This is an optimization exercise on Yosys and OpenROAD, whose aim is small area, a short achievable clock period and few clock cycles per item, not a production implementation.
RTL that was checked went through simulation tests only; none was proved equivalent to the original.
No activity file was given, so power comes from the tool's default toggle rates.

xenon:
==> flow/design.v (excerpt) <==
module cpu16 (
    input  wire         clk,
    input  wire         rst,           
    input  wire [15:0]  reset_pc,
    input  wire [15:0]  reset_sp,
    input  wire         step_valid,
    input  wire         step_irq,      
    input  wire [7:0]   step_vector,
    output wire         step_ready,
    output wire         step_done,
    output wire [127:0] regs,          
    output wire [15:0]  sr_out,
    output wire         halted,
    output wire [1:0]   fault_kind,
    output wire [15:0]  fault_pc,
    output wire [16:0]  fault_info,
    output reg          mem_req,
    output reg          mem_we,
    output reg  [15:0]  mem_addr,
    output reg  [15:0]  mem_wdata,
    output reg  [1:0]   mem_be,
    input  wire [15:0]  mem_rdata,
    input  wire         mem_ready
);
Size in the first run: roughly 3,300 cells after synthesis, ~260 flip-flops, roughly 280 I/O pins, ~0.026 mm2 of cells after synthesis.
clock: 8.0 ns
lec_check: 0
cap_margin: 20
core_margin: 2
core_utilization: 25
place_density: 0.45
setup_slack_margin: 2.0
slew_margin: 20
standard.sh (not shown) runs the stock make flow with config.mk's settings and CLKGATE_MAP_FILE= SYNTH_SCRIPT=/design/flow/synth_recipe.tcl, a recipe that flattens the netlist after the stock synthesis.
==> flow/flow/run.sh <==
#!/bin/bash
export BUFFER_PORTS_ARGS="-buffer_cell sky130_fd_sc_hd__buf_2"
bash standard.sh > standard.log 2>&1
Testbench counts of xenon, summed over its fixed seeds: cycles 92,534, steps 54,336.
Input-level comparison between pepper and xenon:
diff --git a/flow/design.v b/flow/design.v
--- a/flow/design.v
+++ b/flow/design.v
@@ -720,21 +720,16 @@
         mem_be    = (b_byte && hl_w) ? hl : 2'b11;
     end
     wire acc_ok = !(b_rd || b_wr) || mem_ready;
     wire go     = active && !f_now && acc_ok;
     wire [15:0] rd_m2 = mem_rdata - 16'd2;
     wire [15:0] wbus = ({16{wgd[0]}} & res) | ({16{wgd[1]}} & Aadj) | ({16{wgd[2]}} & Dadj);
     wire [15:0] spv = wspd ? spp2 : spm2;
     wire [15:0] r7_p2 = addr_bus + 16'd2;    
-    wire [8:0]  tg_lo = {1'b0, addr_bus[7:0]} + {1'b0, mem_rdata[7:0]};
-    wire [7:0]  tg_hi = (tg_lo[8] == mem_rdata[7]) ? addr_bus[15:8] :
-                        mem_rdata[7] ? addr_bus[15:8] - 8'd1 : addr_bus[15:8] + 8'd1;
-    always @(posedge clk)
-        tgt_r <= {tg_hi, tg_lo[7:0]};
     wire [15:0] r7_n = rst ? reset_pc :
                        (active && f_now) ? r7_arch :
                        (accept && !step_irq) ? r7_p2 :             
                        !go ? r7 :
                        (st_ex && c_move) ? r7_p2 :                 
                        wpcr ? res :
                        wpcm ? mem_rdata :
                        (wg && wgi == 3'd7) ? wbus :
@@ -796,16 +791,17 @@
                 fbad <= !step_irq && rd_bad;
         end
     end
     always @(posedge clk) begin
         if (accept) begin
             ir   <= new_ir;
             pd   <= pd_new;
             ra_r <= new_ir[2:0];
+            tgt_r <= addr_bus + {{8{mem_rdata[7]}}, mem_rdata[7:0]};
             ra_oh <= 8'd1 << new_ir[2:0];
             rd_oh <= 8'd1 << (pd_new[21] ? new_ir[10:8] : new_ir[2:0]);
         end else if (go) begin
             if (wt)   t <= (wts == 2'd0) ? res : (wts == 2'd1) ? mem_rdata :
                              (wts == 2'd2) ? ~mem_rdata : rd_m2;
             if (wirt) ir <= t;
             if (st_ex && c_move && !dm[2]) begin
                 ra_r  <= mem_rdata[2:0];
==> comparison <==
pepper did not stop at any stage, and its layout met the timing, DRC and antenna checks. Top fanout value on the critical path in pepper is 5 lower than in xenon. Horizontal die dimension was lower in pepper than in xenon. Setup slack in pepper is smaller than in xenon. Kind of critical path: flop to flop -> pepper, flop to output pin -> xenon. The final reports for pepper and xenon show buffer count excluding the clock tree in the final layout higher in the former. xenon → pepper: wire length on met3 flat; total power saw an increase.
The RTL of pepper was laid out without a check of its function.

--- another note on this design; it stands on its own ---

==> flow/design.v (excerpt) <==
module cpu16 (
    input  wire         clk,
    input  wire         rst,           
    input  wire [15:0]  reset_pc,
    input  wire [15:0]  reset_sp,
    input  wire         step_valid,
    input  wire         step_irq,      
    input  wire [7:0]   step_vector,
    output wire         step_ready,
    output wire         step_done,
    output wire [127:0] regs,          
    output wire [15:0]  sr_out,
    output wire         halted,
    output wire [1:0]   fault_kind,
    output wire [15:0]  fault_pc,
    output wire [16:0]  fault_info,
    output reg          mem_req,
    output reg          mem_we,
    output reg  [15:0]  mem_addr,
    output reg  [15:0]  mem_wdata,
    output reg  [1:0]   mem_be,
    input  wire [15:0]  mem_rdata,
    input  wire         mem_ready
);
Size in the first run: about 3400 cells after synthesis, about 280 I/O pins.
==> flow/config.mk <==
export PLATFORM = sky130hd
export DESIGN_NAME = cpu16
export DESIGN_NICKNAME = cpu16
export VERILOG_FILES = /design/flow/design.v
export SDC_FILE = /design/flow/constraint.sdc
export NUM_CORES = 4
export LEC_CHECK = 0
export CAP_MARGIN = 20
export CORE_MARGIN = 2
export CORE_UTILIZATION = 25
export PLACE_DENSITY = 0.45
export SETUP_SLACK_MARGIN = 2.0
export SLEW_MARGIN = 20
==> flow/constraint.sdc <==
create_clock -name core_clock -period 8.0 [get_ports {clk}]
set_input_delay 1.6000 -clock core_clock [delete_from_list [all_inputs] [get_ports {clk}]]
set_output_delay 1.6000 -clock core_clock [all_outputs]
set_load 0.01 [all_outputs]
standard.sh (not shown) runs the stock make flow with config.mk's settings and CLKGATE_MAP_FILE= SYNTH_SCRIPT=/design/flow/synth_recipe.tcl, a recipe that flattens the netlist after the stock synthesis.
==> flow/flow/run.sh <==
#!/bin/bash
export BUFFER_PORTS_ARGS="-buffer_cell sky130_fd_sc_hd__buf_2"
bash standard.sh > standard.log 2>&1
The baseline finished clean.
Testbench counts at the start, summed over its fixed seeds: cycles 92,534, steps 54,336.
Next try:
==> flow/flow/run.sh (replaced) <==
#!/bin/bash
export BUFFER_PORTS_ARGS="-buffer_cell sky130_fd_sc_hd__buf_1"
bash standard.sh > standard.log 2>&1
Settings changed: SETUP_SLACK_MARGIN 2.0 to 2.75.
Setup slack gets better by 360 ps.
Maximum frequency is higher by 6.4%.
Count of clock-buffer cells in the layout is lower by 1.
Next try:
Settings changed: SETUP_SLACK_MARGIN 2.75 to 2.5.
After rerunning:
- global-route usage goes down by 0.51 points
- power goes down by 6.2%
- non-clock buffer count goes down by 109
- final cell count goes down by 2.0%
Next try:
Settings changed: PLACE_DENSITY 0.45 to 0.55.
Result:
- routed wire length barely changes
- non-clock buffer count increases by 27
- design area climbs by 1.2%

Starting RTL as in the previous note.
clock: 8.0 ns
lec_check: 0
cap_margin: 20
core_margin: 2
core_utilization: 25
place_density: 0.45
setup_slack_margin: 2.0
slew_margin: 20
==> flow/flow/run.sh <==
#!/bin/bash
export BUFFER_PORTS_ARGS="-buffer_cell sky130_fd_sc_hd__buf_1"
bash standard.sh > standard.log 2>&1
Testbench counts at the start, summed over its fixed seeds: cycles 92,534, steps 54,336.
Edit:
Settings changed: SETUP_SLACK_MARGIN 2.0 to 2.25.
The changed run finished clean.
Global-route usage stays flat.
Setup slack is better by 0.28 ns.
Routed wire length increases slightly.
Sequential cell count is unchanged.
Hold slack gets better by 0.0045 ns.

[separate check: timing with driven ports]
In the flow no input, the clock included, has a driving cell. The finished layouts below were timed again as built, in two steps.
Step 1 sets driving cells, clkbuf_16 on the clock port and buf_2 on the other inputs (assumed; they add their load-dependent delay and slew).
Step 2 adds t to the input delays and takes it off the output delays; t is the mean of the earliest and latest rising clock arrival at the registers after step 1. Input paths then give back, and output paths get back, about the clock's delay inside the block.
Slacks: ideal ports / drivers / drivers and shift; pairs: ideal ports / drivers.
run | t, ns | setup slack, ns | worst setup path after step 2 | worst register clock-pin slew, ns | worst data-port slew with drivers (ns)
xenon | 0.651 | 1.962 / 1.894 / 2.019 | register to register | 0.07 / 0.07 | 0.05
pepper | 0.638 | 1.943 / 1.936 / 1.943 | register to register | 0.07 / 0.07 | 0.05
the first run of note 2 | 0.669 | 2.027 / 1.960 / 2.088 | register to register | 0.08 / 0.08 | 0.06
the second run of note 2 | 0.678 | 2.387 / 2.316 / 2.258 | input to register | 0.07 / 0.07 | 0.06
the third run of note 2 | 0.671 | 2.340 / 2.270 / 2.235 | input to register | 0.07 / 0.07 | 0.09
the fourth run of note 2 | 0.645 | 2.357 / 2.291 / 2.537 | input to register | 0.08 / 0.08 | 0.07
the first run of note 3 | 0.665 | 1.995 / 1.927 / 2.194 | input to register | 0.07 / 0.07 | 0.07
the second run of note 3 | 0.667 | 2.271 / 2.204 / 2.132 | input to register | 0.07 / 0.07 | 0.08
After both steps setup and hold are still met in every run listed. For the second run of note 3, which loses most, drivers alone change the setup slack by -0.067 ns; drivers and shift together by -0.139 ns.
